Background: an optimization exercise with open tools, aiming at small area. Do not read the settings as production practice.
The RTL was checked by simulation tests, not by an equivalence proof against the original design.
Power figures rest on the tool's default switching activity, not on a simulated workload.

==> flow/design.v <==
module bvm_core (
    input  wire        clk,
    input  wire        rst,
    input  wire [12:0] prog_limit,
    input  wire [15:0] max_steps,
    output reg         mem_req,
    output reg         mem_we,
    output wire [11:0] mem_addr,
    output wire [7:0]  mem_wdata,
    input  wire        mem_ready,
    input  wire [7:0]  mem_rdata,
    input  wire [3:0]  dbg_addr,
    output wire [7:0]  dbg_data,
    output reg  [2:0]  status,
    output reg  [15:0] pc,
    output wire [15:0] last_pc,
    output wire [31:0] last_word,
    output reg  [15:0] steps,
    output wire [16:0] fault_addr,
    output wire        dz_valid,
    output wire [15:0] dz_pc
);
    localparam [5:0]
        S_CLR  = 6'd0,  S_STEP = 6'd1,  S_F1   = 6'd2,  S_I1   = 6'd3,
        S_I2   = 6'd4,  S_PRB  = 6'd5,  S_RS   = 6'd6,  S_F3   = 6'd7,
        S_I3   = 6'd8,  S_EX   = 6'd9,  S_E1   = 6'd10, S_E2   = 6'd11,
        S_SH   = 6'd12, S_M0   = 6'd13, S_MI   = 6'd14, S_D0   = 6'd15,
        S_D1   = 6'd16, S_DI   = 6'd17, S_DQ   = 6'd18, S_WB   = 6'd19,
        S_WB2  = 6'd20, S_NX   = 6'd21, S_LUI  = 6'd22, S_AU1  = 6'd23,
        S_AU2  = 6'd24, S_AU3  = 6'd25, S_LK   = 6'd26, S_JT   = 6'd27,
        S_JR   = 6'd28, S_EA   = 6'd29, S_LDR  = 6'd30, S_LDI  = 6'd31,
        S_STA  = 6'd32, S_STW  = 6'd33, S_STI  = 6'd34, S_R4   = 6'd35,
        S_B1   = 6'd36, S_B2   = 6'd37, S_BT   = 6'd38, S_FLT  = 6'd39,
        S_END  = 6'd40, S_PAD  = 6'd41, S_DONE = 6'd42;
    localparam [3:0] X0 = 4'd0, XRP = 4'd1, XA = 4'd2, XASHL = 4'd3, XASHR = 4'd4,
                     XQ = 4'd5, XPCLO = 4'd6, XLPLO = 4'd7, XLPHI = 4'd8;
    localparam [3:0] Y0 = 4'd0, YRP = 4'd1, YRPQ = 4'd2, YSH = 4'd3, YIMLO = 4'd4,
                     YIMHI = 4'd5, YJLO = 4'd6, YJHI = 4'd7, YC4 = 4'd8, YRD = 4'd9;
    localparam [1:0] A_SUM = 2'd0, A_X = 2'd1, A_CV = 2'd2;
    reg  [5:0]  st;
    reg  [2:0]  cnt;
    reg         h;           
    reg         is3, sel;    
    reg  [1:0]  ecode;       
    reg         C;           
    reg  [7:0]  A, Q;
    reg  [15:0] lp;
    reg  [31:0] lw;
    reg         dzv;
    reg  [3:0]  off;
    reg  [127:0] ring;        
    assign last_pc    = lp;
    assign last_word  = lw;
    assign dz_pc      = lp;
    assign dz_valid   = dzv;
    assign fault_addr = {1'b0, Q, A};
    assign mem_addr   = pc[11:0];
    assign mem_wdata  = A;
    wire [4:0] grp    = lw[7:3];
    wire isR    = (grp == 5'd1);
    wire isI    = (grp == 5'd2);
    wire isSHI  = (grp == 5'd3);
    wire isU    = (grp == 5'd4);
    wire isLD   = (grp == 5'd5);
    wire isST   = (grp == 5'd6);
    wire isBR   = (grp == 5'd7);
    wire isJAL  = (grp == 5'd8);
    wire isJALR = (grp == 5'd9);
    wire [3:0] op = isR ? lw[11:8] : isI ? {1'b0, lw[2:0]} : (lw[8] ? 4'd8 : 4'd7);
    wire [1:0] size = lw[1:0];
    wire [3:0] rs1f = isR ? lw[19:16] : isSHI ? lw[27:24] : (isST | isBR) ? lw[11:8] : lw[15:12];
    wire [3:0] rs2f = isR ? lw[23:20] : lw[15:12];
    wire [3:0] rdf  = (isR | isSHI | isU) ? lw[15:12] : lw[11:8];
    reg        rsel2, inc1;
    wire [3:0] ra   = (status != 3'd0) ? dbg_addr : (rsel2 ? rs2f + {3'd0, inc1} : rs1f);
    wire [3:0] phys = ra - off;
    wire [7:0] rp   = ring[{phys, 3'd0} +: 8];
    assign dbg_data = rp;
    reg  [3:0] xsel, ysel;
    reg        yinv, lmode, lconst, clr0;
    reg  [1:0] cinsel;    
    reg        qin;
    reg  [7:0] X, Yr;
    always @* begin
        case (xsel)
            XRP:     X = rp;
            XA:      X = A;
            XASHL:   X = {A[6:0], qin};
            XASHR:   X = {1'b0, A[7:1]};
            XQ:      X = Q;
            XPCLO:   X = pc[7:0];
            XLPLO:   X = lp[7:0];
            XLPHI:   X = lp[15:8];
            default: X = 8'd0;
        endcase
        case (ysel)
            YRP:     Yr = rp;
            YRPQ:    Yr = Q[7] ? rp : 8'd0;
            YSH:     Yr = {3'd0, lw[20:16]};
            YIMLO:   Yr = lw[23:16];
            YIMHI:   Yr = lw[31:24];
            YJLO:    Yr = lw[19:12];
            YJHI:    Yr = lw[27:20];
            YC4:     Yr = 8'd4;
            YRD:     Yr = mem_rdata;
            default: Yr = 8'd0;
        endcase
    end
    wire [7:0] Y = Yr ^ {8{yinv}};
    wire       cin = (cinsel == 2'd1) | ((cinsel == 2'd2) & C);
    reg  [8:0] cc;
    reg  [7:0] sum, cv;
    integer i;
    always @* begin
        cc[0] = cin;
        for (i = 0; i < 8; i = i + 1) begin
            cv[i]     = lmode ? lconst : cc[i];
            sum[i]    = X[i] ^ Y[i] ^ cv[i];
            cc[i + 1] = (X[i] & Y[i]) | (X[i] & cv[i]) | (Y[i] & cv[i]);
        end
    end
    wire       cout = cc[8];
    wire [7:0] cvec = cc[8:1];
    wire [7:0] rot_in = {sum[7:1], sum[0] & ~clr0};
    wire inreg = (pc[15:13] == 3'd0) && (pc[12:0] < prog_limit);
    wire [7:0] rd8 = mem_rdata;
    wire rd_sel = (rd8 == 8'h08) || (rd8 == 8'h18) || (rd8 == 8'h20);
    wire rd_valid_ns =
        (rd8 >= 8'h10 && rd8 <= 8'h16) || (rd8 >= 8'h28 && rd8 <= 8'h2A) ||
        (rd8 >= 8'h30 && rd8 <= 8'h32) || (rd8 >= 8'h38 && rd8 <= 8'h3D) ||
        (rd8 == 8'h40) || (rd8 == 8'h48) || (rd8 == 8'hFF);
    wire sel_valid = (lw[31:24] == 8'h08) ? (rd8[3:0] <= 4'd8) : (rd8[3:0] <= 4'd1);
    wire br_eq  = (sum == 8'd0);
    wire br_ovf = (A[7] != rp[7]) && (sum[7] != A[7]);
    wire br_lt  = sum[7] ^ br_ovf;
    reg  br_taken;
    always @* begin
        case (lw[2:0])
            3'd0: br_taken = br_eq;
            3'd1: br_taken = ~br_eq;
            3'd2: br_taken = br_lt;
            3'd3: br_taken = ~br_lt & ~br_eq;
            3'd4: br_taken = br_lt | br_eq;
            default: br_taken = ~br_lt;
        endcase
    end
    wire div_ok = A[7] | cout;
    wire [3:0] ysel_b = isR ? YRP : isI ? YIMLO : YSH;
    wire is_shift = (op == 4'd7) || (op == 4'd8);
    reg        rot, aload, qload, qshift, lwsh, lwzero, lpload, we, stepinc, tog;
    reg  [1:0] asel;
    reg  [5:0] nst;
    reg  [2:0] ncnt;
    reg        set_dz, set_status;
    reg  [1:0] necode;
    reg        set_flags;
    always @* begin
        xsel = X0; ysel = Y0; yinv = 1'b0; lmode = 1'b0; lconst = 1'b0; clr0 = 1'b0;
        cinsel = 2'd0; qin = 1'b0;
        rot = 1'b0; aload = 1'b0; asel = A_SUM; qload = 1'b0; qshift = 1'b0;
        lwsh = 1'b0; lwzero = 1'b0; lpload = 1'b0; we = 1'b0; stepinc = 1'b0; tog = 1'b0;
        rsel2 = 1'b0; inc1 = 1'b0;
        mem_req = 1'b0; mem_we = 1'b0;
        nst = st; ncnt = cnt; set_dz = 1'b0; set_status = 1'b0; necode = ecode;
        set_flags = 1'b0;
        case (st)
            S_CLR: begin
                rot = 1'b1; aload = 1'b1; lpload = 1'b1; lwsh = 1'b1; lwzero = 1'b1; we = 1'b1;
                if (off == 4'd15) nst = S_STEP;
            end
            S_STEP: begin
                if (steps == max_steps) begin
                    set_status = 1'b1; necode = 2'd0;   
                    nst = S_DONE;
                end else begin
                    lpload = 1'b1; ncnt = 3'd0; nst = S_F1;
                end
            end
            S_F1: begin
                if (!inreg) begin
                    nst = S_FLT;
                end else begin
                    mem_req = 1'b1;
                    if (mem_ready) begin
                        lwsh = 1'b1;
                        if (cnt[0] == 1'b0) begin
                            set_flags = 1'b1;
                            if (rd_sel) nst = S_I1;
                            else if (rd_valid_ns) nst = S_I2;
                            else begin nst = S_END; ncnt = 3'd1; necode = 2'd2; end
                        end else begin
                            if (sel_valid) nst = S_I2;
                            else begin nst = S_END; ncnt = 3'd2; necode = 2'd2; end
                        end
                    end
                end
            end
            S_I1, S_I2, S_I3, S_LDI, S_STI: begin
                rot = 1'b1; tog = 1'b1; xsel = XPCLO; cinsel = h ? 2'd2 : 2'd1;
                if (h) begin
                    ncnt = cnt + 3'd1;
                    case (st)
                        S_I1:  nst = S_F1;
                        S_I2:  nst = S_PRB;
                        S_I3:  nst = (cnt[1:0] == 2'd3) ? S_EX : S_F3;
                        S_LDI: nst = S_LDR;
                        default: nst = S_STA;
                    endcase
                end
            end
            S_PRB: begin
                if (!inreg) begin
                    nst = S_FLT; ncnt = sel ? 3'd2 : 3'd1;
                end else if (cnt[1:0] == (is3 ? 2'd2 : 2'd3)) begin
                    nst = S_RS;
                end else begin
                    nst = S_I2;
                end
            end
            S_RS: begin
                rot = 1'b1; tog = 1'b1; xsel = h ? XLPHI : XLPLO;
                if (h) begin ncnt = 3'd0; nst = S_F3; end
            end
            S_F3: begin
                if (cnt[1:0] == 2'd3 && is3) begin
                    lwsh = 1'b1; lwzero = 1'b1; nst = S_EX;
                end else begin
                    mem_req = 1'b1;
                    if (mem_ready) begin lwsh = 1'b1; nst = S_I3; end
                end
            end
            S_EX: begin
                ncnt = 3'd0;
                if (isR | isI | isSHI) begin
                    if (op == 4'd2) nst = S_M0;
                    else if (op == 4'd3) nst = S_D0;
                    else nst = S_E1;
                end else if (isU) begin
                    nst = lw[8] ? S_AU1 : S_LUI;
                end else if (isLD | isST) begin
                    nst = S_EA;
                end else if (isBR) begin
                    nst = S_B1;
                end else if (isJAL | isJALR) begin
                    nst = S_LK;
                end else begin
                    stepinc = 1'b1; ncnt = 3'd4; necode = 2'd1; nst = S_END;
                end
            end
            S_E1: begin
                xsel = XRP; aload = 1'b1;
                nst = is_shift ? S_SH : S_E2;
            end
            S_E2: begin
                rsel2 = 1'b1; xsel = XA; ysel = ysel_b; aload = 1'b1;
                case (op)
                    4'd1: begin yinv = 1'b1; cinsel = 2'd1; end
                    4'd4: begin lmode = 1'b1; asel = A_CV; end
                    4'd5: begin lmode = 1'b1; lconst = 1'b1; asel = A_CV; end
                    4'd6: begin lmode = 1'b1; end
                    default: ;
                endcase
                nst = S_WB;
            end
            S_SH: begin
                rsel2 = 1'b1; ysel = ysel_b;
                if (Yr[7:3] != 5'd0) begin
                    xsel = X0; aload = 1'b1; asel = A_X; nst = S_WB;
                end else if (cnt == Yr[2:0]) begin
                    nst = S_WB;
                end else begin
                    xsel = (op == 4'd8) ? XASHR : XASHL; aload = 1'b1; asel = A_X;
                    ncnt = cnt + 3'd1;
                end
            end
            S_M0: begin
                rsel2 = 1'b1; xsel = X0; ysel = ysel_b; qload = 1'b1; aload = 1'b1; asel = A_X;
                nst = S_MI;
            end
            S_MI: begin
                xsel = XASHL; ysel = YRPQ; aload = 1'b1; qshift = 1'b1;
                ncnt = cnt + 3'd1;
                if (cnt == 3'd7) nst = S_WB;
            end
            S_D0: begin
                xsel = XRP; qload = 1'b1; nst = S_D1;
            end
            S_D1: begin
                rsel2 = 1'b1; xsel = X0; aload = 1'b1; asel = A_X; ysel = ysel_b;
                if (Yr == 8'd0) begin set_dz = 1'b1; nst = S_NX; end
                else nst = S_DI;
            end
            S_DI: begin
                rsel2 = 1'b1; xsel = XASHL; qin = Q[7]; ysel = ysel_b; yinv = 1'b1; cinsel = 2'd1;
                aload = 1'b1; asel = div_ok ? A_SUM : A_X;
                qshift = 1'b1;
                ncnt = cnt + 3'd1;
                if (cnt == 3'd7) nst = S_DQ;
            end
            S_DQ: begin
                xsel = XQ; aload = 1'b1; asel = A_X; nst = S_WB;
            end
            S_WB: begin
                if (off == rdf) begin
                    we = 1'b1;
                    if (isLD) begin
                        if (size == 2'd2) begin
                            xsel = XQ; aload = 1'b1; asel = A_X; nst = S_WB2;
                        end else nst = S_R4;
                    end else if (isJAL) nst = S_JT;
                    else if (isJALR) nst = S_JR;
                    else nst = S_NX;
                end
            end
            S_WB2: begin
                we = 1'b1; nst = S_R4;
            end
            S_NX: begin
                stepinc = 1'b1; nst = S_STEP;
            end
            S_LUI: begin
                ysel = YIMHI; aload = 1'b1; nst = S_WB;
            end
            S_AU1: begin
                rot = 1'b1; xsel = XPCLO; nst = S_AU2;
            end
            S_AU2: begin
                xsel = XPCLO; ysel = YIMLO; aload = 1'b1; nst = S_AU3;
            end
            S_AU3: begin
                rot = 1'b1; xsel = XPCLO; nst = S_WB;
            end
            S_LK: begin
                rot = 1'b1; tog = 1'b1; xsel = XPCLO; aload = 1'b1;
                if (h) nst = S_WB;
            end
            S_JT: begin
                rot = 1'b1; tog = 1'b1; xsel = XPCLO;
                ysel = h ? YJHI : YJLO; cinsel = h ? 2'd2 : 2'd0;
                if (h) begin stepinc = 1'b1; nst = S_STEP; end
            end
            S_JR: begin
                rot = 1'b1; tog = 1'b1;
                if (!h) begin xsel = XRP; ysel = YIMLO; clr0 = 1'b1; end
                else begin xsel = X0; ysel = YIMHI; cinsel = 2'd2; end
                if (h) begin stepinc = 1'b1; nst = S_STEP; end
            end
            S_EA: begin
                rot = 1'b1; tog = 1'b1;
                if (!h) begin xsel = XRP; ysel = YIMLO; end
                else begin xsel = X0; ysel = YIMHI; cinsel = 2'd2; end
                if (h) begin ncnt = 3'd0; nst = isLD ? S_LDR : S_STA; end
            end
            S_LDR: begin
                mem_req = 1'b1;
                if (mem_ready) begin
                    ysel = YRD;
                    if (cnt[0] == 1'b0) begin
                        aload = 1'b1;
                        nst = (size == 2'd2) ? S_LDI : S_WB;
                    end else begin
                        qload = 1'b1; nst = S_WB;
                    end
                end
            end
            S_STA: begin
                rsel2 = 1'b1; inc1 = (cnt[1:0] == 2'd1);
                aload = 1'b1; asel = A_X;
                xsel = ((cnt[1:0] == 2'd0) || (cnt[1:0] == 2'd1 && size == 2'd2)) ? XRP : X0;
                nst = S_STW;
            end
            S_STW: begin
                mem_req = 1'b1; mem_we = 1'b1;
                if (mem_ready) begin
                    if (cnt[1:0] == ((size == 2'd0) ? 2'd0 : (size == 2'd1) ? 2'd1 : 2'd3))
                        nst = S_R4;
                    else
                        nst = S_STI;
                end
            end
            S_R4: begin
                rot = 1'b1; tog = 1'b1;
                if (!h) begin xsel = XLPLO; ysel = YC4; end
                else begin xsel = XLPHI; cinsel = 2'd2; end
                if (h) begin stepinc = 1'b1; nst = S_STEP; end
            end
            S_B1: begin
                xsel = XRP; aload = 1'b1; nst = S_B2;
            end
            S_B2: begin
                rsel2 = 1'b1; xsel = XA; ysel = YRP; yinv = 1'b1; cinsel = 2'd1;
                nst = br_taken ? S_BT : S_NX;
            end
            S_BT: begin
                rot = 1'b1; tog = 1'b1; xsel = XPCLO;
                ysel = h ? YIMHI : YIMLO; cinsel = h ? 2'd2 : 2'd0;
                if (h) begin stepinc = 1'b1; nst = S_STEP; end
            end
            S_FLT: begin
                rot = 1'b1; tog = 1'b1; xsel = XPCLO;
                if (!h) aload = 1'b1;
                else begin qload = 1'b1; necode = 2'd3; nst = S_END; end
            end
            S_END: begin
                rot = 1'b1; tog = 1'b1; xsel = h ? XLPHI : XLPLO;
                if (h) nst = S_PAD;
            end
            S_PAD: begin
                if (cnt[2]) begin
                    set_status = 1'b1; nst = S_DONE;
                end else begin
                    lwsh = 1'b1; lwzero = 1'b1; ncnt = cnt + 3'd1;
                end
            end
            default: ;   
        endcase
    end
    reg [7:0] anext;
    always @* begin
        case (asel)
            A_X:     anext = X;
            A_CV:    anext = cvec;
            default: anext = sum;
        endcase
    end
    always @(posedge clk) begin
        ring <= {we ? A : ring[7:0], ring[127:8]};
        if (rst) begin
            off    <= 4'd0;
            st     <= S_CLR;
            status <= 3'd0;
            steps  <= 16'd0;
            dzv    <= 1'b0;
            h      <= 1'b0;
            A      <= 8'd0;
        end else begin
            off   <= off + 4'd1;
            st    <= nst;
            cnt   <= ncnt;
            ecode <= necode;
            dzv   <= set_dz;
            if (tog) h <= ~h;
            if (set_flags) begin
                is3 <= (rd8 == 8'h08);
                sel <= rd_sel;
            end
            if (set_status) status <= (st == S_STEP) ? 3'd4 : {1'b0, ecode};
            if (stepinc) steps <= steps + 16'd1;
            if (st == S_CLR) steps <= 16'd0;
            if (rot) begin
                pc[7:0]  <= pc[15:8];
                pc[15:8] <= rot_in;
                C        <= cout;
            end
            if (aload) A <= anext;
            if (qload) Q <= sum;
            else if (qshift) Q <= {Q[6:0], div_ok};
            if (lwsh) lw <= {lwzero ? 8'd0 : mem_rdata, lw[31:8]};
            if (lpload) lp <= pc;
        end
    end
endmodule
==> flow/flow/run.sh <==
#!/bin/bash
# The standard layout with three changes:
#  1. synthesis maps the logic with a leaner, area-oriented ABC script
#     (flow/abc_area.script); the rest of the synthesis, including the
#     flip-flop mapping and register names, is the standard one;
#  2. the port buffers use the smallest buffer cell;
#  3. clock tree synthesis without dummy loads, with larger sink clusters.
set -euo pipefail
here=$(pwd)

# 1. synthesis, with a copy of the ORFS scripts whose ABC scripts are replaced
rm -rf "$here/scripts_area"
cp -r "$FLOW_HOME/scripts" "$here/scripts_area"
cp "$here/flow/abc_area.script" "$here/scripts_area/abc_area.script"
cp "$here/flow/abc_area.script" "$here/scripts_area/abc_speed.script"
SCRIPTS_DIR="$here/scripts_area" bash standard.sh synth > "$here/synth.log" 2>&1

# 2.-3. the rest of the standard flow
export BUFFER_PORTS_ARGS="-buffer_cell sky130_fd_sc_hd__buf_1"
export CTS_ARGS="-sink_clustering_enable -repair_clock_nets -dont_use_dummy_load -sink_clustering_size 16 -sink_clustering_max_diameter 50 -buf_list sky130_fd_sc_hd__clkbuf_8"
bash standard.sh > "$here/layout.log" 2>&1
==> flow/flow/abc_area.script <==
strash
ifraig
dc2
strash
&get -n
&dch -f
&nf -R 1000
&put
==> flow/standard.sh <==
#!/bin/bash
# synth_recipe.tcl (not shown) runs the flow's synth.tcl, then flattens the netlist and writes it again
# the make line also repeats each setting of config.mk as NAME=value (left out here)
make -C /OpenROAD-flow-scripts/flow DESIGN_CONFIG=/design/flow/config.mk WORK_HOME=/design/flow/orfs CLKGATE_MAP_FILE= SYNTH_SCRIPT=/design/flow/synth_recipe.tcl "${@:-finish}"
==> flow/config.mk <==
export PLATFORM = sky130hd
export DESIGN_NAME = bvm_core
export DESIGN_NICKNAME = bvm_core
export VERILOG_FILES = /design/flow/design.v
export SDC_FILE = /design/flow/constraint.sdc
export NUM_CORES = 4
export LEC_CHECK = 0
export ABC_AREA = 1
export CAP_MARGIN = 20
export CORE_MARGIN = 2
export CORE_UTILIZATION = 75
export SLEW_MARGIN = 20
==> flow/constraint.sdc <==
create_clock -name core_clock -period 14.0 [get_ports {clk}]
set_input_delay 2.8000 -clock core_clock [delete_from_list [all_inputs] [get_ports {clk}]]
set_output_delay 2.8000 -clock core_clock [all_outputs]
set_load 0.01 [all_outputs]
==> out/qor_table.md, run 1 <==
| Item | Reported |
|:---|:---|
| Maximum count of clock buffers along a single path | 3 |
| Synth Flop Type | dfxtp_1 |
| Total standard cell area after synthesis | 0.0119 mm² |
| Number of CTS-inserted buffers | 23 |
| Number of enable flip-flop cells after synthesis | 80 |
| Part of the Yosys area used for sequential elements | 48.3% |
| Last weighted congestion value of the routability-driven placer | 1.14 |
| Number of setup buffers added after CTS | 0 |
| Yosys cell types | 53 |
| Synthesis Warnings | 1 |
| Worst setup timing slack at the placement stage | 0.219 ns |
| Post-Place Cell Area | 0.0128 mm² |
| Share of flip-flops with an asynchronous set or reset | 0% |
| Effective utilization at floorplan | 75.8% |
| Overall die width | 130 µm |
| Total congestion overflow after global routing | 2 |
| Clock Root Buffer | clkbuf_8 |
| Number of cells produced by synthesis | 1163 |
| Overall fraction of global-route tracks in use | 62.4% |
| Chip Height | 130 µm |
| Number of I/O pins | 191 |
| Number of buffer cells added on primary ports | 189 |
| Synth Register Bits | 247 |
| Result of the run | stopped before the end |
| Total half-perimeter wirelength after legalization and detailed placement | 33.1 mm |
| Num Clock Sinks | 247 |
| Syn Area/Cell | 10.2 µm² |
| Last stage the flow got to | 5_1_grt |
| Number of levels the H-tree was split into | 1 |
| Maximum number of pins on one net before global-route repair | 33 |
| First reported error | [ERROR GRT-0232] Routing congestion too high. Check the congestion heatmap in the GUI. |
| Synth Net Count | 1242 |
| Number of rows created at floorplan | 46 |
## routing by layer
metal  global-route usage (%)  GRT overflow
met1                     68.3             0
met3                     38.5             0
met2                     84.9             1
met4                     50.1             1
met5                     12.6             0
## power groups by stage
stage | Combinational [mW] | Clock, mW | Sequential (mW)
2_1_floorplan | 1.06 | 0 | 1.17
3_3_place_gp | 1.50 | 0 | 1.20
3_5_place_dp | 1.58 | 0 | 1.24
4_1_cts | 1.64 | 0.376 | 1.23
## Yosys cell counts, drive strengths merged, types with 11 or more instances
cell type	number	area, µm²
a211oi	20	150
a21oi	71	355
a221o	11	110
a222oi	14	140
a22oi	14	105
and2	13	81.3
and3	22	138
buf	37	278
clkinv	40	150
dfxtp	167	3340
edfxtp	80	2400
ha	26	325
mux2i	18	180
mux4	32	721
nand2	106	398
nand2b	16	100
nand3	36	180
nand4	18	113
nor2	116	435
nor2b	18	113
nor3	56	280
nor4	19	119
o21ai	50	250
xnor2	24	210
xor2	12	105
## how the worst max path moves through the flow
| stage | startpoint | endpoint | slack, ns | cells after the start |
|---|---|---|---|---|
| floorplan | dbg_addr[0] | st[0] | 0.83 | 35 |
| detailed placement | dbg_addr[0] | st[0] | 0.22 | 39 |
| global placement | dbg_addr[0] | st[0] | 0.74 | 39 |
| CTS | st[4] | st[0] | 0.29 | 45 |
## cell families after synthesis
logic type	Yosys count	share of synthesized area, %
adder cells (fa/ha/maj)	35	4.25
AND/OR/NAND/NOR	454	18.5
buffers and inverters	77	3.59
AO/OA/AOI/OAI	253	14.2
flip-flops	247	48.3
other	1	0.0315
XOR/XNOR	36	2.65
multiplexers	60	8.51
## metrics by stage
stage,util [%],hold slack [ns],cells
4_1_cts,83.3,0.289,1572
3_5_place_dp,81.3,0.332,1549
3_3_place_gp,81.3,0.328,1549
2_1_floorplan,-,0.326,1163
## repair_timing
item,CTS
endpoints found under the setup margin,1
resized for setup,1
hold buffers,0
==> run 2, diff against run 1 <==
--- a/flow/config.mk
+++ b/flow/config.mk
@@ -8,5 +8,5 @@
 export ABC_AREA = 1
 export CAP_MARGIN = 20
 export CORE_MARGIN = 2
-export CORE_UTILIZATION = 75
+export CORE_UTILIZATION = 60
 export SLEW_MARGIN = 20
==> run 2 against run 1 <==
Against the previous run:
- synthesized area did not move
- synthesized cell count stayed put
- now clean on timing, DRC and antenna
==> out/qor_table.md, run 2 <==
| Item | Reported | Delta |
|:---|:---|:---|
| Post-layout min period | 13.02 ns |  |
| RSZ-0062 raised after global routing | no |  |
| Number of enable flip-flop cells after synthesis | 80 | unchanged |
| Total power per unit cell area | 242 mW/mm² |  |
| Number of I/O pins | 191 | unchanged |
| Leakage | 4.88 nW |  |
| Num Clock Sinks | 247 | unchanged |
| Post-Place Cell Area | 0.0129 mm² | +0.82% |
| Last weighted congestion value of the routability-driven placer | 1.05 | -8.5% |
| Count of endpoints failing setup in the final report | 0 |  |
| Number of rows created at floorplan | 51 | +11% |
| Design area | 0.0132 mm² |  |
| Final Slew Violations | 0 |  |
| Number of buffer cells added on primary ports | 189 | unchanged |
| Overall fraction of global-route tracks in use | 35.4% |  |
| Clock Root Buffer | clkbuf_8 |  |
| Arrival time of the worst setup path | 13.48 ns |  |
| Wire length of the first global-routing pass | 56.5 mm |  |
| Number of buffer and inverter stages on the critical path | 2 |  |
| Via count of the first global-routing pass | 9897 |  |
| Last element of the critical path | st[0] |  |
| Cell count after placement | 1603 | +3.5% |
| Die area | 0.0210 mm² |  |
| First-pass detailed-route iteration total | 7 |  |
| Number of maximum-capacitance constraint violations | 0 |  |
| Hold violation count in the final report | 0 |  |
| Stages on worst setup path | 46 |  |
| Total negative slack | 0 ns |  |
| Worst Reg2Reg Path Length in Cells | 46 |  |
| Clock-pin slew reported for the worst setup and hold paths after clock tree synthesis | 0.09 ns |  |
| Effective utilization at floorplan | 61.2% | -15 points |
| Synthesis Warnings | 1 | unchanged |
| Share of the cycle needed by the critical path after routing | 93.0% |  |
| CP startpoint kind | flip-flop |  |
| Part of the Yosys area used for sequential elements | 48.3% | unchanged |
| Critical Path Max Stage Delay | 0.65 ns |  |
| Share of flip-flops with an asynchronous set or reset | 0% | unchanged |
| Flip-flop count of the largest register after layout | 128 |  |
| Average detailed-routed wire length per instance | 23.1 µm |  |
| # hold bufs at CTS | 0 | unchanged |
| Dominant delay contributor by cell family on the critical path | simple AND/OR/NAND/NOR gates |  |
| Regs by FF count | ring: 128 flops, lw: 32 flops |  |
| VDD IR-drop max | 0.234 mV |  |
| Antenna cell count | 0 |  |
| Critical register-to-register path startpoint | st[2] |  |
| Number of DRC violations after detailed routing | 0 |  |
| Routed vias | 10700 |  |
| Total standard cell area after synthesis | 0.0119 mm² | unchanged |
| Hold/Removal Path Class | reg2reg |  |
| Tightest slew margin relative to the limit | 29.0% |  |
| Remaining antenna violation count | 0 |  |
| Reg-to-reg setup timing slack | 0.98 ns |  |
| Antenna violations before repair | 0 |  |
| Largest cells by area after synthesis | dfxtp_1 28%, edfxtp_1 20%, mux4_2 6.1% |  |
| Share of layout cells above drive strength 1 | 6.38% |  |
| Critical register-to-register path endpoint | st[0] |  |
| Clock tree from TritonCTS | yes |  |
| Yosys cell types | 53 | unchanged |
| Kind of critical path | reg2reg |  |
| Overall die width | 145 µm | +11% |
| Maximum count of clock buffers along a single path | 3 | unchanged |
| Portion of synthesized cell area occupied by the leading cell type | 28.1% | unchanged |
| Number of cells produced by synthesis | 1163 | unchanged |
| Synth Net Count | 1242 | unchanged |
| Crit-path max FO | 16 |  |
| Worst clock skew | 0.0721 ns |  |
| Most frequent standard cell in the layout excluding fill and tap cells | buf_1 |  |
| Commonest cells after routing, fill and taps aside | 189 x buf_1, 167 x dfxtp_1, 116 x nor2_1 |  |
| Total half-perimeter wirelength after legalization and detailed placement | 28.4 mm | -14% |
| Finished Core Util | 67.9% |  |
| Area leader, netlist | dfxtp_1 |  |
| Total congestion overflow after global routing | 0 |  |
| Fmax | 76.8 MHz |  |
| Number of levels the H-tree was split into | 1 | unchanged |
| Endpoint class of the critical path | flip-flop |  |
| Insertion delay to the later sink of the worst-skew pair | 0.56 ns |  |
| Critical Path Most Common Cell | fa_1 |  |
| Final-stage net count | 1444 |  |
| Vias per std cell | 6.58 |  |
| Result of the run | finished clean |  |
| Slowest stage cell on the critical path | fa_1 |  |
| Ranking of synthesized cells by instance count | 167 x dfxtp_1, 116 x nor2_1, 106 x nand2_1, 80 x edfxtp_1, 71 x a21oi_1 |  |
| Number of CTS-inserted buffers | 25 | +8.7% |
| Synth Register Bits | 247 | unchanged |
| Synth Flop Type | dfxtp_1 |  |
| Drt first-iter violations | 1320 |  |
| Area Overhead vs Synth | 11.1% |  |
| Worst Max-Slew Pin Slew | 1.06 ns |  |
| Final cell count without fillers | 1628 |  |
| Syn Area/Cell | 10.2 µm² | unchanged |
| Maximum number of pins on one net before global-route repair | 33 |  |
| Final Power | 3.20 mW |  |
| Count leader, synth | dfxtp_1 |  |
| Required time of the critical path | 14.46 ns |  |
| Chip Height | 145 µm | +11% |
| Worst Setup SP | st[2] |  |
| Largest Register | ring |  |
| Routed wire length | 37.7 mm |  |
| Floorplan Core Area | 0.0195 mm² |  |
run 2: cell counts after synthesis:
Identical to the previous run, type by type.
run 2: metal layers:
layer | part of all wire [%] | vias to the layer above | global-route usage, %
met5 | 0 | - | 0
met4 | 4.6 | 0 | 14.5
met3 | 11 | 168 | 7.86
met2 | 46 | 704 | 55.7
met1 | 39 | 5089 | 47.6
li1 | - | 4753 | -
run 2: where the power goes:
part	total, mW	switching, mW	internal (mW)
logic	1.60	0.998	0.605
clock network	0.385	0.227	0.158
registers	1.22	0.213	1.00
run 2: area by class of cell:
class / count / area [µm²]
Clock buffer: 25 / 344
Fill cell: 1545 / 6240
Inverter: 40 / 150
Multi-Input combinational cell: 839 / 5770
Sequential cell: 247 / 5750
Tap cell: 265 / 332
Timing Repair Buffer: 212 / 882
run 2: worst min-delay path by stage:
| stage | start | endpoint | slack, ns | cells after the start |
|---|---|---|---|---|
| after floorplan | ring[8] | ring[0] | 0.33 | 0 |
| after global placement | ring[107] | ring[99] | 0.33 | 0 |
| after detailed placement | ring[33] | ring[25] | 0.33 | 0 |
| after CTS | ring[52] | ring[44] | 0.34 | 0 |
| after global routing | ring[52] | ring[44] | 0.34 | 0 |
| final | ring[88] | ring[80] | 0.33 | 0 |
run 2: per-stage QoR:
stage / hold WS (ns) / setup slack (ns)
finish: 0.329 / 0.982
global route: 0.342 / 0.248
CTS: 0.336 / 0.964
detailed placement: 0.332 / 0.763
global placement: 0.329 / 1.05
floorplan: 0.326 / 0.831
run 2: cell families after synthesis:
family	synth area share [%]
buffers and inverters	3.59
AND/OR/NAND/NOR	18.5
flip-flops	48.3
other	0.0315
AO/OA/AOI/OAI	14.2
adder cells (fa/ha/maj)	4.25
XOR/XNOR	2.65
multiplexers	8.51
run 2: what timing repair did:
item | in CTS | in global routing
resized for setup | 0 | 1
endpoints found under the setup margin | 0 | 1
setup buffers | 0 | 0
run 2: worst reg2reg max path, delay by kind of cell, from the launching register on:
kind,cells,cell delay [ns]
simple gates,17,4.35
fa+ha+maj,10,4.20
compound gates,16,3.05
flops,1,0.52
buf+inv,2,0.47
mux,1,0.33
==> run 3, diff against run 2 <==
--- a/flow/config.mk
+++ b/flow/config.mk
@@ -8,5 +8,5 @@
 export ABC_AREA = 1
 export CAP_MARGIN = 20
 export CORE_MARGIN = 2
-export CORE_UTILIZATION = 60
+export CORE_UTILIZATION = 66
 export SLEW_MARGIN = 20
==> run 3 against run 2 <==
Against the previous run:
- critical path type unchanged
- critical path depth stayed put
- non-clock buffer count decreased by 4
- still clean
- core utilization is 5.7 points higher
- via count increased by 3.0%
- sequential share of layout area increased by 0.29 points
- largest power group unchanged
- highest routed layer unchanged
==> out/qor_table.md, run 3 <==
| Item | Reported | Delta |
|:---|:---|:---|
| Number of maximum-capacitance constraint violations | 0 | unchanged |
| Vias per std cell | 6.95 | +5.7% |
| Final Slew Violations | 0 | unchanged |
| Number of setup buffers added after CTS | 0 | unchanged |
| Hold violation count in the final report | 0 | unchanged |
| Post-layout min period | 13.16 ns | +0.140 ns |
| Antenna cell count | 0 | unchanged |
| Endpoint class of the critical path | flip-flop |  |
| Die area | 0.0191 mm² | -8.8% |
| Number of cells produced by synthesis | 1163 | unchanged |
| Largest cells by area after synthesis | dfxtp_1 28%, edfxtp_1 20%, mux4_2 6.1% |  |
| Total power per unit cell area | 246 mW/mm² | +1.7% |
| Total half-perimeter wirelength after legalization and detailed placement | 29.1 mm | +2.6% |
| Critical Path Max Stage Delay | 0.66 ns | about the same |
| Synthesis Warnings | 1 | unchanged |
| Wire length of the first global-routing pass | 61.2 mm | +8.3% |
| Antenna violations before repair | 0 | unchanged |
| Effective utilization at floorplan | 66.7% | +5.6 points |
| Worst clock skew | 0.0962 ns | +0.0242 ns |
| Critical register-to-register path startpoint | st[2] |  |
| # hold bufs at CTS | 0 | unchanged |
| Hold wc startpoint | ring[84] |  |
| Routed wire length | 39.9 mm | +6.0% |
| Slowest stage cell on the critical path | fa_1 |  |
| Synth Net Count | 1242 | unchanged |
| Portion of synthesized cell area occupied by the leading cell type | 28.1% | unchanged |
| Num Clock Sinks | 247 | unchanged |
| Regs by FF count | ring: 128 flops, lw: 32 flops |  |
| Synth Register Bits | 247 | unchanged |
| Arrival time of the worst setup path | 13.58 ns | +0.10 ns |
| Critical register-to-register path endpoint | st[0] |  |
| Chip Height | 138 µm | -4.5% |
| Count of endpoints failing setup in the final report | 0 | unchanged |
| Flip-flop count of the largest register after layout | 128 | unchanged |
| Most frequent standard cell in the layout excluding fill and tap cells | buf_1 |  |
| Total negative slack | 0 ns | unchanged |
| Worst Reg2Reg Path Length in Cells | 46 | unchanged |
| Area of combinational cells with multiple inputs | 0.00577 mm² | about the same |
| Commonest cells after routing, fill and taps aside | 189 x buf_1, 167 x dfxtp_1, 116 x nor2_1 |  |
| Number of CTS-inserted buffers | 24 | -4.0% |
| RSZ-0062 raised after global routing | no |  |
| Number of levels the H-tree was split into | 1 | unchanged |
| Average detailed-routed wire length per instance | 25.2 µm | +8.7% |
| Clock-pin slew reported for the worst setup and hold paths after clock tree synthesis | 0.10 ns | about the same |
| Maximum number of pins on one net before global-route repair | 33 | unchanged |
| Last weighted congestion value of the routability-driven placer | 1.01 | -3.2% |
| CP startpoint kind | flip-flop |  |
| Number of buffer and inverter stages on the critical path | 2 | unchanged |
| Via count of the first global-routing pass | 10600 | +7.2% |
| Number of buffer cells added on primary ports | 189 | unchanged |
| Part of the Yosys area used for sequential elements | 48.3% | unchanged |
| Crit-path max FO | 20 | +4 |
| Ranking of synthesized cells by instance count | 167 x dfxtp_1, 116 x nor2_1, 106 x nand2_1, 80 x edfxtp_1, 71 x a21oi_1 |  |
| Final Power | 3.24 mW | +1.0% |
| Number of DRC violations after detailed routing | 0 | unchanged |
| Total of fill cells in the finished design | 1244 | -19% |
| Post-Place Cell Area | 0.0128 mm² | -0.57% |
| Number of enable flip-flop cells after synthesis | 80 | unchanged |
| Share of layout cells above drive strength 1 | 5.96% | -0.42 points |
| Drt first-iter violations | 1728 | +31% |
| Insertion delay to the later sink of the worst-skew pair | 0.60 ns | +0.04 ns |
| Fmax | 76.0 MHz | -1.1% |
| Maximum count of clock buffers along a single path | 3 | unchanged |
| Remaining antenna violation count | 0 | unchanged |
| Reg-to-reg setup timing slack | 0.84 ns | -0.14 ns |
| Clock Root Buffer | clkbuf_8 |  |
| VDD IR-drop max | 0.193 mV | -17% |
| Total standard cell area after synthesis | 0.0119 mm² | unchanged |
| Kind of critical path | reg2reg |  |
| Count leader, synth | dfxtp_1 |  |
| Share of the cycle needed by the critical path after routing | 94.0% | +1.0 points |
| Largest Register | ring |  |
| Hold/Removal Path Class | reg2reg |  |
| Area leader, netlist | dfxtp_1 |  |
| Hold Path Depth | 0 | unchanged |
| Clock tree from TritonCTS | yes |  |
| Syn Area/Cell | 10.2 µm² | unchanged |
| Count of instances resized after the clock tree is built | 0 | unchanged |
| Area Overhead vs Synth | 10.3% |  |
| Worst Max-Slew Pin Slew | 1.11 ns | +0.0559 ns |
| Synth Flop Type | dfxtp_1 |  |
| Leakage | 4.86 nW | -0.52% |
| Final-stage net count | 1439 | -0.35% |
| Result of the run | finished clean |  |
| Dominant delay contributor by cell family on the critical path | simple AND/OR/NAND/NOR gates |  |
| Share of flip-flops with an asynchronous set or reset | 0% | unchanged |
| Sequential standard cell area | 0.00575 mm² | unchanged |
| Hold Path Sink | ring[76] |  |
| Number of rows created at floorplan | 49 | -3.9% |
| Critical Path Most Common Cell | fa_1 |  |
| Overall fraction of global-route tracks in use | 40.6% | +5.2 points |
| Required time of the critical path | 14.43 ns | -0.03 ns |
| Design area | 0.0131 mm² | -0.66% |
| Overall die width | 138 µm | -4.5% |
| Routed vias | 11000 | +3.0% |
| First-pass detailed-route iteration total | 11 | +4 |
| Total congestion overflow after global routing | 0 | unchanged |
| Number of I/O pins | 191 | unchanged |
| Finished Core Util | 73.6% | +5.7 points |
| Yosys cell types | 53 | unchanged |
| Tightest slew margin relative to the limit | 25.8% | -3.2 points |
| Floorplan Core Area | 0.0178 mm² | -8.3% |
-- run 3: cell counts after synthesis --
Identical to the previous run, type by type.
-- run 3: stage by stage --
| stage | worst slack (ns) | std cells | hold slack [ns] |
|---|---|---|---|
| 4_1_cts | 0.832 | 1587 | 0.299 |
| 3_3_place_gp | 0.871 | 1563 | 0.327 |
| 3_5_place_dp | 0.724 | 1563 | 0.334 |
| 5_1_grt | 0.109 | 1587 | 0.294 |
| 6_report | 0.842 | 1587 | 0.289 |
| 2_1_floorplan | 0.831 | 1163 | 0.326 |
-- run 3: worst max-delay path by stage --
stage                 from     to  cells after the start
2_1_floorplan  dbg_addr[0]  st[0]                     35
3_3_place_gp   dbg_addr[0]  st[0]                     37
3_5_place_dp   dbg_addr[0]  st[0]                     37
4_1_cts              st[2]  st[0]                     46
5_1_grt              lw[7]  st[0]                     48
6_report             st[2]  st[0]                     46
-- run 3: cell families (layout without fill, tap and decap cells) --
group	count (synthesis)	in the layout	share of synthesized area, %
compound gates	253	253	14.2
xor+xnor	36	36	2.65
fa+ha+maj	35	35	4.25
buf+inv	77	272	3.59
flops	247	247	48.3
mux	60	60	8.51
other cells	1	1	0.0315
simple gates	454	454	18.5
-- run 3: final cells by class --
cell class / count / area share (%)
Tap cell: 229 / 2.18
Sequential cell: 247 / 43.7
Clock buffer: 24 / 2.52
Inverter: 40 / 1.14
Timing Repair Buffer: 208 / 6.49
Multi-Input combinational cell: 839 / 43.9
-- run 3: routing by layer --
layer	global-route usage [%]	vias to the layer above	routed length [µm]
met5	0	-	0
met4	18.5	0	2100
met3	8.94	186	4940
met2	65.2	927	18500
met1	53.2	5173	14400
li1	-	4749	-
-- run 3: where the power goes --
group,internal [mW],total (mW),switching [mW]
clock network,0.152,0.382,0.230
registers,1.00,1.23,0.229
logic,0.598,1.62,1.02
total,1.75,3.24,1.48
==> run 4, diff against run 3 <==
--- a/flow/config.mk
+++ b/flow/config.mk
@@ -6,7 +6,8 @@
 export NUM_CORES = 4
 export LEC_CHECK = 0
 export ABC_AREA = 1
-export CAP_MARGIN = 20
+export CAP_MARGIN = 10
 export CORE_MARGIN = 2
-export CORE_UTILIZATION = 66
-export SLEW_MARGIN = 20
+export CORE_UTILIZATION = 60
+export GPL_TIMING_DRIVEN = 0
+export SLEW_MARGIN = 10
==> run 4 against run 3 <==
Against the previous run:
- register-to-register slack lost 0.27 ns
- non-clock buffer count rose by 31
- critical path type unchanged
- critical endpoint unchanged
- largest power group unchanged
- fmax is 2.0% lower
- synthesized cell count is the same
==> out/qor_table.md, run 4 <==
| Item | Reported | Delta |
|:---|:---|:---|
| Commonest cells after routing, fill and taps aside | 188 x buf_1, 167 x dfxtp_1, 114 x nor2_1 |  |
| Part of the Yosys area used for sequential elements | 48.3% | unchanged |
| Dominant delay contributor by cell family on the critical path | simple AND/OR/NAND/NOR gates |  |
| Clock tree from TritonCTS | yes |  |
| Via count of the first global-routing pass | 10100 | -5.3% |
| Number of maximum-capacitance constraint violations | 0 | unchanged |
| Yosys cell types | 53 | unchanged |
| Die area | 0.0210 mm² | +9.7% |
| Synth Flop Type | dfxtp_1 |  |
| Slowest stage cell on the critical path | fa_2 |  |
| Area leader, netlist | dfxtp_1 |  |
| Synth Register Bits | 247 | unchanged |
| Wire length of the first global-routing pass | 57.8 mm | -5.6% |
| Portion of synthesized cell area occupied by the leading cell type | 28.1% | unchanged |
| Final Slew Violations | 0 | unchanged |
| Last weighted congestion value of the routability-driven placer | 1.02 | +0.94% |
| Number of DRC violations after detailed routing | 0 | unchanged |
| Sequential standard cell area | 0.00575 mm² | unchanged |
| Area of combinational cells with multiple inputs | 0.00583 mm² | +1.0% |
| Number of CTS-inserted buffers | 24 | unchanged |
| Arrival time of the worst setup path | 13.86 ns | +0.28 ns |
| Largest cells by area after synthesis | dfxtp_1 28%, edfxtp_1 20%, mux4_2 6.1% |  |
| Kind of critical path | reg2reg |  |
| Fmax | 74.4 MHz | -2.0% |
| Number of levels the H-tree was split into | 1 | unchanged |
| Finished Core Util | 69.6% | -4.0 points |
| Total standard cell area after synthesis | 0.0119 mm² | unchanged |
| Antenna cell count | 0 | unchanged |
| Total congestion overflow after global routing | 0 | unchanged |
| Average detailed-routed wire length per instance | 23.7 µm | -5.9% |
| Routed vias | 10800 | -1.7% |
| CP startpoint kind | flip-flop |  |
| Syn Area/Cell | 10.2 µm² | unchanged |
| Largest Register | ring |  |
| Regs by FF count | ring: 128 flops, lw: 32 flops |  |
| First-pass detailed-route iteration total | 7 | -4 |
| Clock-pin slew reported for the worst setup and hold paths after clock tree synthesis | 0.10 ns | about the same |
| Count of endpoints failing setup in the final report | 0 | unchanged |
| Drt first-iter violations | 1265 | -27% |
| Maximum number of pins on one net before global-route repair | 33 | unchanged |
| Synthesis Warnings | 1 | unchanged |
| Final Power | 3.33 mW | +2.8% |
| Num Clock Sinks | 247 | unchanged |
| Crit-path max FO | 12 | -40% |
| Total power per unit cell area | 246 mW/mm² | -0.27% |
| Hold/Removal Path Class | reg2reg |  |
| Share of the cycle needed by the critical path after routing | 95.9% | +2.0 points |
| Ranking of synthesized cells by instance count | 167 x dfxtp_1, 116 x nor2_1, 106 x nand2_1, 80 x edfxtp_1, 71 x a21oi_1 |  |
| Share of layout cells above drive strength 1 | 8.50% | +2.5 points |
| Post-layout min period | 13.43 ns | +0.274 ns |
| Insertion delay to the later sink of the worst-skew pair | 0.60 ns | about the same |
| Synth Net Count | 1242 | unchanged |
| Post-Place Cell Area | 0.0131 mm² | +2.3% |
| Area Overhead vs Synth | 13.8% |  |
| Routed wire length | 39.2 mm | -2.0% |
| Worst clock skew | 0.111 ns | +0.0152 ns |
| Post-synthesis xor/xnor area fraction | 2.65% | unchanged |
| Number of I/O pins | 191 | unchanged |
| Number of rows created at floorplan | 51 | +4.1% |
| Share of synthesized cell area in full adder, half adder and majority cells | 4.25% | unchanged |
| Chip Height | 145 µm | +4.7% |
| Overall fraction of global-route tracks in use | 36.4% | -4.2 points |
| RSZ-0062 raised after global routing | no |  |
| Tightest slew margin relative to the limit | 17.4% | -8.5 points |
| Remaining antenna violation count | 0 | unchanged |
| Post-synthesis compound-gate area fraction | 14.2% | unchanged |
| Required time of the critical path | 14.43 ns | about the same |
| Count leader, synth | dfxtp_1 |  |
| Post-synthesis simple-gate area fraction | 18.5% | unchanged |
| Share of flip-flops with an asynchronous set or reset | 0% | unchanged |
| Critical Path Max Stage Delay | 0.74 ns | +0.08 ns |
| VDD IR-drop max | 0.204 mV | +5.9% |
| Number of enable flip-flop cells after synthesis | 80 | unchanged |
| Endpoint class of the critical path | flip-flop |  |
| Leakage | 5.05 nW | +4.0% |
| Total negative slack | 0 ns | unchanged |
| Most frequent standard cell in the layout excluding fill and tap cells | buf_1 |  |
| Multiplexer share of the synthesized area | 8.51% | unchanged |
| Vias per std cell | 6.56 | -5.7% |
| Antenna violations before repair | 0 | unchanged |
| Number of buffer and inverter stages on the critical path | 1 | -1 |
| Floorplan Core Area | 0.0195 mm² | +9.1% |
| Flip-flop count of the largest register after layout | 128 | unchanged |
| Design area | 0.0135 mm² | +3.1% |
| Post-Route Hold Slack | 0.282 ns | -0.00679 ns |
| Number of buffer cells added on primary ports | 189 | unchanged |
| Overall die width | 145 µm | +4.7% |
| Hold violation count in the final report | 0 | unchanged |
| Total of fill cells in the finished design | 1512 | +22% |
| Effective utilization at floorplan | 61.2% | -5.6 points |
| Total half-perimeter wirelength after legalization and detailed placement | 28.7 mm | -1.3% |
| Worst Max-Slew Pin Slew | 1.23 ns | +0.114 ns |
| Main combinational cell family by area after synthesis | simple AND/OR/NAND/NOR gates |  |
| Clock Root Buffer | clkbuf_8 |  |
| Final-stage net count | 1470 | +2.2% |
| Critical Path Most Common Cell | fa_1 |  |
| Number of cells produced by synthesis | 1163 | unchanged |
| Maximum count of clock buffers along a single path | 3 | unchanged |
| Result of the run | finished clean |  |
## run 4: cell count changes in the layout (fill, tap and decap cells not counted), moves of 2 or more
cell    delta
nor2_1     -2
buf_4     +24
buf_16     +2
nor2_2     +2
buf_6      +3
## run 4: through the flow
step | setup slack, ns | std cells
global placement | -0.821 | 1617
floorplan | 0.831 | 1163
global route | 0.0299 | 1654
CTS | 0.0220 | 1647
detailed placement | -0.260 | 1623
finish | 0.568 | 1654
## run 4: worst reg2reg max path: cells and delay by family (launching register included)
family,cells,cell delay [ns]
flops,1,0.58
compound gates,16,3.29
buf+inv,1,0.19
simple gates,14,4.36
mux,2,0.65
fa+ha+maj,10,4.33
## run 4: path summary, 6_finish.rpt
check             startpoint      end  slack (ns)  cells past startpoint
setup / recovery       st[2]    st[0]        0.57                     43
setup reg to reg       st[2]    st[0]        0.57                     43
hold / removal      ring[12]  ring[4]        0.28                      0
hold reg to reg     ring[12]  ring[4]        0.28                      0
## run 4: report_power, final
group          internal [mW]  switching, mW  leakage [nW]
Sequential              1.00          0.216          2.11
Combinational          0.687           1.04          2.76
Clock                  0.152          0.227         0.173
Total                   1.84           1.49          5.05
## run 4: cell families (layout without fill, tap and decap cells)
logic type	Yosys count	after routing
AO/OA/AOI/OAI	253	253
XOR/XNOR	36	36
flip-flops	247	247
buffers and inverters	77	303
AND/OR/NAND/NOR	454	454
adder cells (fa/ha/maj)	35	35
other	1	1
multiplexers	60	60
## run 4: area by class of cell
class	instances	area share, %
multi-input cells	839	43.0
flip-flops and latches	247	42.4
repair buffers	202	6.49
well taps	265	2.45
clock buffers	24	2.44
plain buffers	37	2.05
inverters	40	1.11
## run 4: timing repair
item	CTS	global route
gates resized for setup	1	6
setup endpoints to repair	4	4
hold buffers	0	0
pin swaps	0	1
endpoints found under the hold margin	0	0
setup buffers	0	7
## run 4: per-layer routing
| layer | track usage, % | vias to the layer above | share of wire, % |
|---|---|---|---|
| li1 | - | 4794 | - |
| met1 | 49.9 | 5226 | 39 |
| met2 | 58.8 | 693 | 47 |
| met3 | 5.36 | 130 | 9.1 |
| met4 | 14.0 | 0 | 4.1 |
| met5 | 0 | - | 0 |
==> run 5, diff against run 4 <==
--- a/flow/flow/run.sh
+++ b/flow/flow/run.sh
@@ -17,5 +17,5 @@
 
 # 2.-3. the rest of the standard flow
 export BUFFER_PORTS_ARGS="-buffer_cell sky130_fd_sc_hd__buf_1"
-export CTS_ARGS="-sink_clustering_enable -repair_clock_nets -dont_use_dummy_load -sink_clustering_size 16 -sink_clustering_max_diameter 50 -buf_list sky130_fd_sc_hd__clkbuf_8"
+export CTS_ARGS="-sink_clustering_enable -repair_clock_nets -dont_use_dummy_load -sink_clustering_size 12 -sink_clustering_max_diameter 40 -buf_list sky130_fd_sc_hd__clkbuf_4"
 bash standard.sh > "$here/layout.log" 2>&1
--- a/flow/config.mk
+++ b/flow/config.mk
@@ -6,8 +6,7 @@
 export NUM_CORES = 4
 export LEC_CHECK = 0
 export ABC_AREA = 1
-export CAP_MARGIN = 10
+export CAP_MARGIN = 20
 export CORE_MARGIN = 2
 export CORE_UTILIZATION = 60
-export GPL_TIMING_DRIVEN = 0
-export SLEW_MARGIN = 10
+export SLEW_MARGIN = 20
==> run 5 against run 4 <==
Against the previous run:
- sequential share of layout area grew 1.4 points
- clock power shrank 17%
- clock skew grew 0.020 ns
- critical endpoint unchanged
- largest cell class unchanged
==> out/qor_table.md, run 5 <==
| Item | Reported | Delta |
|:---|:---|:---|
| Result of the run | finished clean |  |
| Yosys cell types | 53 | unchanged |
| Number of buffer cells added on primary ports | 189 | unchanged |
| Largest cells by area after synthesis | dfxtp_1 28%, edfxtp_1 20%, mux4_2 6.1% |  |
| RSZ-0062 raised after global routing | no |  |
| Fmax | 76.1 MHz | +2.2% |
| Num Clock Sinks | 247 | unchanged |
| Hold Path Sink | ring[20] |  |
| Commonest cells after routing, fill and taps aside | 189 x buf_1, 167 x dfxtp_1, 116 x nor2_1 |  |
| Clock tree from TritonCTS | yes |  |
| Average detailed-routed wire length per instance | 23.0 µm | -3.0% |
| Worst clock skew | 0.132 ns | +0.0204 ns |
| Total congestion overflow after global routing | 0 | unchanged |
| Part of the Yosys area used for sequential elements | 48.3% | unchanged |
| Total standard cell area after synthesis | 0.0119 mm² | unchanged |
| Net load switching power | 1.42 mW | -4.5% |
| Post-Route Hold Slack | 0.284 ns | +0.00224 ns |
| Part of the power in combinational logic | 51.1% | -0.9 points |
| CP startpoint kind | flip-flop |  |
| Hold violation count in the final report | 0 | unchanged |
| Arrival time of the worst setup path | 13.64 ns | -0.22 ns |
| Floorplan Core Area | 0.0195 mm² | unchanged |
| Critical Path Max Stage Delay | 0.65 ns | -0.09 ns |
| Critical register-to-register path endpoint | st[0] |  |
| Worst Max-Slew Pin Slew | 1.02 ns | -0.203 ns |
| Number of enable flip-flop cells after synthesis | 80 | unchanged |
| Vias per std cell | 6.55 | about the same |
| Most frequent standard cell in the layout excluding fill and tap cells | buf_1 |  |
| Drt first-iter violations | 1279 | +1.1% |
| Final Slew Violations | 0 | unchanged |
| Crit-path max FO | 12 | unchanged |
| Routed vias | 10700 | -1.3% |
| Number of maximum-capacitance constraint violations | 0 | unchanged |
| Count of endpoints failing setup in the final report | 0 | unchanged |
| Required time of the critical path | 14.50 ns | +0.07 ns |
| Overall die width | 145 µm | unchanged |
| Synthesis Warnings | 1 | unchanged |
| Power share of the clock group | 10.1% | -1.3 points |
| Number of CTS-inserted buffers | 30 | +25% |
| Reg-to-reg setup timing slack | 0.86 ns | +0.29 ns |
| Wire length of the first global-routing pass | 56.7 mm | -2.0% |
| Maximum number of pins on one net before global-route repair | 33 | unchanged |
| Total negative slack | 0 ns | unchanged |
| Share of total power consumed by net switching | 45.5% | +0.76 points |
| Worst Reg2Reg Path Length in Cells | 44 | +2.3% |
| Synth Register Bits | 247 | unchanged |
| Hold Path Depth | 0 | unchanged |
| Ranking of synthesized cells by instance count | 167 x dfxtp_1, 116 x nor2_1, 106 x nand2_1, 80 x edfxtp_1, 71 x a21oi_1 |  |
| Critical register-to-register path startpoint | st[2] |  |
| Area Overhead vs Synth | 10.1% |  |
| Count leader, synth | dfxtp_1 |  |
| Antenna violations before repair | 1 | +1 |
| Flip-flop count of the largest register after layout | 128 | unchanged |
| Final-stage net count | 1449 | -1.4% |
| Total half-perimeter wirelength after legalization and detailed placement | 28.4 mm | -1.2% |
| Maximum count of clock buffers along a single path | 3 | unchanged |
| Hold/Removal Path Class | reg2reg |  |
| Number of rows created at floorplan | 51 | unchanged |
| Endpoint class of the critical path | flip-flop |  |
| VDD IR-drop max | 0.227 mV | +11% |
| Die area | 0.0210 mm² | unchanged |
| Largest Register | ring |  |
| Total of fill cells in the finished design | 1579 | +4.4% |
| Total power per unit cell area | 238 mW/mm² | -3.0% |
| Chip Height | 145 µm | unchanged |
| Critical Path Most Common Cell | fa_1 |  |
| Clock Root Buffer | clkbuf_4 |  |
| Syn Area/Cell | 10.2 µm² | unchanged |
| Leakage | 4.84 nW | -4.2% |
| Synth Net Count | 1242 | unchanged |
| Share of flip-flops with an asynchronous set or reset | 0% | unchanged |
| Effective utilization at floorplan | 61.2% | unchanged |
| Clock-pin slew reported for the worst setup and hold paths after clock tree synthesis | 0.11 ns | about the same |
| Number of I/O pins | 191 | unchanged |
| Regs by FF count | ring: 128 flops, lw: 32 flops |  |
| Area leader, netlist | dfxtp_1 |  |
| Int Pwr | 1.70 mW | -7.4% |
| Share of the cycle needed by the critical path after routing | 93.8% | -2.1 points |
| Sequential share of power | 38.8% | +2.2 points |
| Hold wc startpoint | ring[28] |  |
| Number of levels the H-tree was split into | 1 | unchanged |
| Via count of the first global-routing pass | 9974 | -0.76% |
| Synth Flop Type | dfxtp_1 |  |
| Tightest slew margin relative to the limit | 31.2% | +14 points |
| Insertion delay to the later sink of the worst-skew pair | 0.73 ns | +0.13 ns |
| Number of cells produced by synthesis | 1163 | unchanged |
| Number of DRC violations after detailed routing | 0 | unchanged |
| Last weighted congestion value of the routability-driven placer | 1.05 | +2.3% |
| First-pass detailed-route iteration total | 8 | +1 |
| Kind of critical path | reg2reg |  |
| Overall fraction of global-route tracks in use | 35.5% | -0.90 points |
| Portion of synthesized cell area occupied by the leading cell type | 28.1% | unchanged |
| Remaining antenna violation count | 0 | unchanged |
| Share of layout cells above drive strength 1 | 6.73% | -1.8 points |
| Post-layout min period | 13.14 ns | -0.295 ns |
| Slowest stage cell on the critical path | fa_1 |  |
| Routed wire length | 37.5 mm | -4.2% |
[run 5: cell counts after synthesis]
Identical to the previous run, type by type.
[run 5: per-stage QoR]
step	cell area (µm²)	util [%]	cells	worst slack (ns)	power, mW
2_1_floorplan	11900	-	1163	0.831	2.23
3_3_place_gp	12900	66.1	1603	1.05	2.76
3_5_place_dp	12900	66.1	1603	0.763	2.79
4_1_cts	13100	67.3	1633	0.838	3.10
5_1_grt	13100	67.3	1634	0.173	3.30
6_report	13100	67.3	1634	0.863	3.12
[run 5: worst max path at each step]
stage | from | end | slack, ns | depth (start not counted)
after floorplan | dbg_addr[0] | st[0] | 0.83 | 35
after global placement | dbg_addr[0] | st[0] | 1.05 | 38
after detailed placement | dbg_addr[0] | st[0] | 0.76 | 40
after CTS | st[2] | st[0] | 0.84 | 46
after global routing | st[2] | st[0] | 0.17 | 46
final | st[2] | st[0] | 0.86 | 44
[run 5: routing by layer]
metal  routed length [µm]  global-route usage (%)  up-vias
li1                     -                       -     4767
met1                14700                    48.3     5065
met2                17000                    54.9      709
met3                 4010                    8.00      164
met4                 1820                    15.4        0
met5                    0                       0        -
[run 5: power by group through the flow]
stage          clock network [mW]  logic, mW  registers [mW]
2_1_floorplan                   0       1.06            1.17
3_3_place_gp                    0       1.55            1.21
3_5_place_dp                    0       1.57            1.22
4_1_cts                     0.319       1.58            1.20
5_1_grt                     0.345       1.73            1.23
6_report                    0.316       1.60            1.21
[run 5: cells by family (layout without fill, tap and decap cells)]
logic type      count (synthesis)  count (layout)  share of synthesized area [%]
compound gates                253             253                           14.2
xor+xnor                       36              36                           2.65
fa+ha+maj                      35              35                           4.25
simple gates                  454             454                           18.5
mux                            60              60                           8.51
buf+inv                        77             282                           3.59
flops                         247             247                           48.3
other cells                     1               2                         0.0315
[run 5: layout make-up]
type / count / area, µm² / area share, %
Inverter: 40 / 150 / 1.15
Clock buffer: 30 / 225 / 1.72
Tap cell: 265 / 332 / 2.53
Sequential cell: 247 / 5750 / 43.8
Timing Repair Buffer: 212 / 882 / 6.73
Antenna cell: 1 / 2.50 / 0.0191
Multi-Input combinational cell: 839 / 5770 / 44.0
[run 5: what timing repair did]
| item | CTS | global route |
|---|---|---|
| setup buffers | 0 | 0 |
| endpoints found under the hold margin | 0 | 0 |
| hold buffers | 0 | 0 |
| resized for setup | 0 | 1 |
| endpoints found under the setup margin | 0 | 1 |
[run 5: critical path: cells and delay by family (launching register included)]
family / cells / cell delay, ns
DFF: 1 / 0.53
adders and majority gates: 10 / 4.23
buffers and inverters: 2 / 0.33
and+or+nand+nor: 14 / 3.93
muxes: 2 / 0.63
AOI/OAI and AO/OA: 16 / 3.31
==> run 6, diff against run 5 <==
--- a/flow/flow/run.sh
+++ b/flow/flow/run.sh
@@ -17,5 +17,5 @@
 
 # 2.-3. the rest of the standard flow
 export BUFFER_PORTS_ARGS="-buffer_cell sky130_fd_sc_hd__buf_1"
-export CTS_ARGS="-sink_clustering_enable -repair_clock_nets -dont_use_dummy_load -sink_clustering_size 12 -sink_clustering_max_diameter 40 -buf_list sky130_fd_sc_hd__clkbuf_4"
+export CTS_ARGS="-sink_clustering_enable -repair_clock_nets -dont_use_dummy_load -sink_clustering_size 10 -sink_clustering_max_diameter 30 -buf_list sky130_fd_sc_hd__clkbuf_4"
 bash standard.sh > "$here/layout.log" 2>&1
==> run 6 against run 5 <==
Against the previous run:
- sequential share of layout area shrank 0.38 points
- flip-flop and latch count is the same
- core utilization rose by 0.59 points
- cell area up 0.88%
- cell count up 0.98%
- clock power is 21% higher
- worst hold slack improved by 0.039 ns
- clock skew is 0.041 ns lower
- via count is 2.4% higher
- largest power group unchanged
- highest routed layer unchanged
==> out/qor_table.md, run 6 <==
| Item | Reported | Delta |
|:---|:---|:---|
| Flip-flop count of the largest register after layout | 128 | unchanged |
| RSZ-0062 raised after global routing | no |  |
| VDD IR-drop max | 0.203 mV | -11% |
| Sequential standard cell area | 0.00575 mm² | unchanged |
| Number of buffer cells added on primary ports | 189 | unchanged |
| Worst clock skew | 0.0913 ns | -0.0405 ns |
| Average detailed-routed wire length per instance | 23.1 µm | +0.78% |
| Total congestion overflow after global routing | 0 | unchanged |
| Die area | 0.0210 mm² | unchanged |
| First-pass detailed-route iteration total | 8 | unchanged |
| Reg-to-reg setup timing slack | 0.83 ns | -0.03 ns |
| Maximum number of pins on one net before global-route repair | 33 | unchanged |
| Critical Path Max Stage Delay | 0.65 ns | about the same |
| Number of DRC violations after detailed routing | 0 | unchanged |
| Count leader, synth | dfxtp_1 |  |
| Floorplan Core Area | 0.0195 mm² | unchanged |
| Critical Path Most Common Cell | fa_1 |  |
| Crit-path max FO | 16 | +4 |
| Hold Path Depth | 0 | unchanged |
| Synth Register Bits | 247 | unchanged |
| Leakage | 4.91 nW | +1.4% |
| Routed wire length | 38.2 mm | +1.8% |
| Number of enable flip-flop cells after synthesis | 80 | unchanged |
| Number of I/O pins | 191 | unchanged |
| Finished Core Util | 67.9% | +0.59 points |
| Most frequent standard cell in the layout excluding fill and tap cells | buf_1 |  |
| Overall fraction of global-route tracks in use | 36.0% | +0.49 points |
| Total negative slack | 0 ns | unchanged |
| Area leader, netlist | dfxtp_1 |  |
| Drt first-iter violations | 1323 | +3.4% |
| Num Clock Sinks | 247 | unchanged |
| Arrival time of the worst setup path | 13.68 ns | +0.04 ns |
| Endpoint class of the critical path | flip-flop |  |
| Yosys cell types | 53 | unchanged |
| Final Power | 3.20 mW | +2.5% |
| Critical register-to-register path startpoint | st[2] |  |
| Via count of the first global-routing pass | 10100 | +1.5% |
| Worst Max-Slew Pin Slew | 1.06 ns | +0.0342 ns |
| Critical register-to-register path endpoint | st[0] |  |
| Worst Reg2Reg Path Length in Cells | 46 | +4.5% |
| Hold Path Sink | ring[25] |  |
| Slowest stage cell on the critical path | fa_1 |  |
| Area of combinational cells with multiple inputs | 0.00577 mm² | unchanged |
| Count of endpoints failing setup in the final report | 0 | unchanged |
| Routed vias | 11000 | +2.4% |
| Area Overhead vs Synth | 11.0% |  |
| Largest cells by area after synthesis | dfxtp_1 28%, edfxtp_1 20%, mux4_2 6.1% |  |
| Total standard cell area after synthesis | 0.0119 mm² | unchanged |
| Effective utilization at floorplan | 61.2% | unchanged |
| Hold wc startpoint | ring[33] |  |
| Chip Height | 145 µm | unchanged |
| Total half-perimeter wirelength after legalization and detailed placement | 28.4 mm | unchanged |
| Share of flip-flops with an asynchronous set or reset | 0% | unchanged |
| Share of the cycle needed by the critical path after routing | 94.1% | +0.23 points |
| Overall die width | 145 µm | unchanged |
| Vias per std cell | 6.65 | +1.4% |
| Worst setup timing slack at the placement stage | 0.763 ns | unchanged |
| Total of fill cells in the finished design | 1573 | -0.38% |
| Antenna violations before repair | 0 | -1 |
| Maximum count of clock buffers along a single path | 3 | unchanged |
| CP startpoint kind | flip-flop |  |
| Hold/Removal Path Class | reg2reg |  |
| Share of layout cells above drive strength 1 | 7.74% | +1.0 points |
| Synth Flop Type | dfxtp_1 |  |
| Fmax | 75.9 MHz | -0.24% |
| Wire length of the first global-routing pass | 57.2 mm | +0.84% |
| Clock-pin slew reported for the worst setup and hold paths after clock tree synthesis | 0.09 ns | -0.02 ns |
| Last weighted congestion value of the routability-driven placer | 1.05 | unchanged |
| Result of the run | finished clean |  |
| Worst Setup Slack, final | 0.830 ns | -0.0321 ns |
| Regs by FF count | ring: 128 flops, lw: 32 flops |  |
| Tightest slew margin relative to the limit | 28.9% | -2.3 points |
| Total power per unit cell area | 242 mW/mm² | +1.6% |
| Required time of the critical path | 14.51 ns | about the same |
| Part of the Yosys area used for sequential elements | 48.3% | unchanged |
| Insertion delay to the later sink of the worst-skew pair | 0.67 ns | -0.06 ns |
| Final-stage net count | 1464 | +1.0% |
| Hold violation count in the final report | 0 | unchanged |
| Clock tree from TritonCTS | yes |  |
| Syn Area/Cell | 10.2 µm² | unchanged |
| Synth Net Count | 1242 | unchanged |
| Number of CTS-inserted buffers | 45 | +50% |
| Post-layout min period | 13.17 ns | +0.0321 ns |
| Synthesis Warnings | 1 | unchanged |
| Number of maximum-capacitance constraint violations | 0 | unchanged |
| Number of cells produced by synthesis | 1163 | unchanged |
| Final Slew Violations | 0 | unchanged |
| Number of rows created at floorplan | 51 | unchanged |
| Remaining antenna violation count | 0 | unchanged |
| Clock Root Buffer | clkbuf_4 |  |
| Commonest cells after routing, fill and taps aside | 189 x buf_1, 167 x dfxtp_1, 116 x nor2_1 |  |
| Largest Register | ring |  |
| Portion of synthesized cell area occupied by the leading cell type | 28.1% | unchanged |
| Number of levels the H-tree was split into | 2 | +1 |
| Ranking of synthesized cells by instance count | 167 x dfxtp_1, 116 x nor2_1, 106 x nand2_1, 80 x edfxtp_1, 71 x a21oi_1 |  |
| Kind of critical path | reg2reg |  |
run 6: cell counts after synthesis:
Identical to the previous run, type by type.
run 6: critical path, delay by kind of cell, from the launching register on:
kind | cells | cell delay (ns)
simple gates | 17 | 4.36
compound gates | 16 | 3.12
fa+ha+maj | 10 | 4.22
flops | 1 | 0.53
buf+inv | 2 | 0.47
mux | 1 | 0.33
run 6: worst max path at each step:
stage,slack (ns),end,from,cells past startpoint
floorplan,0.83,st[0],dbg_addr[0],35
global placement,1.05,st[0],dbg_addr[0],38
detailed placement,0.76,st[0],dbg_addr[0],40
CTS,0.92,st[0],st[2],46
global route,0.24,st[0],st[2],46
finish,0.83,st[0],st[2],46
run 6: power breakdown:
part	switching (mW)	leakage [nW]	internal, mW
logic	0.998	2.59	0.605
clock network	0.237	0.207	0.146
registers	0.213	2.11	1.00
run 6: final cells by class:
type                    count  area share (%)
diodes                      2          0.0379
flip-flops and latches    247            43.5
well taps                 265            2.51
inverters                  40            1.14
multi-input cells         839            43.6
clock buffers              45            2.56
repair buffers            212            6.67
run 6: layer usage:
metal | track usage [%] | vias up | share of wire (%)
li1 | - | 4805 | -
met1 | 48.5 | 5165 | 38
met2 | 55.6 | 813 | 46
met3 | 8.26 | 183 | 11
met4 | 16.5 | 0 | 4.9
met5 | 0 | - | 0
run 6: cells by family after synthesis:
| kind of cell | share of synthesized area (%) |
|---|---|
| compound gates | 14.2 |
| xor+xnor | 2.65 |
| fa+ha+maj | 4.25 |
| buf+inv | 3.59 |
| flops | 48.3 |
| mux | 8.51 |
| other cells | 0.0315 |
| simple gates | 18.5 |
run 6: stage by stage:
| stage | std cells | instance area, µm² | hold WS [ns] |
|---|---|---|---|
| floorplan | 1163 | 11900 | 0.326 |
| global placement | 1603 | 12900 | 0.329 |
| detailed placement | 1603 | 12900 | 0.332 |
| CTS | 1648 | 13200 | 0.317 |
| global route | 1648 | 13200 | 0.310 |
| finish | 1650 | 13200 | 0.323 |
run 6: timing repair:
item                                    4_1_cts  5_1_grt
buffers inserted                              0        0
gates resized for setup                       0        1
hold buffers                                  0        0
hold endpoints to repair                      0        0
endpoints found under the setup margin        0        1

Check on run 6: ideal ports give 0.830 ns setup slack; a clkbuf_16 on the clock port and buf_2 on the inputs give 0.830 ns; moving port delays by the midpoint clock arrival (0.662 ns) as well gives 0.433 ns.
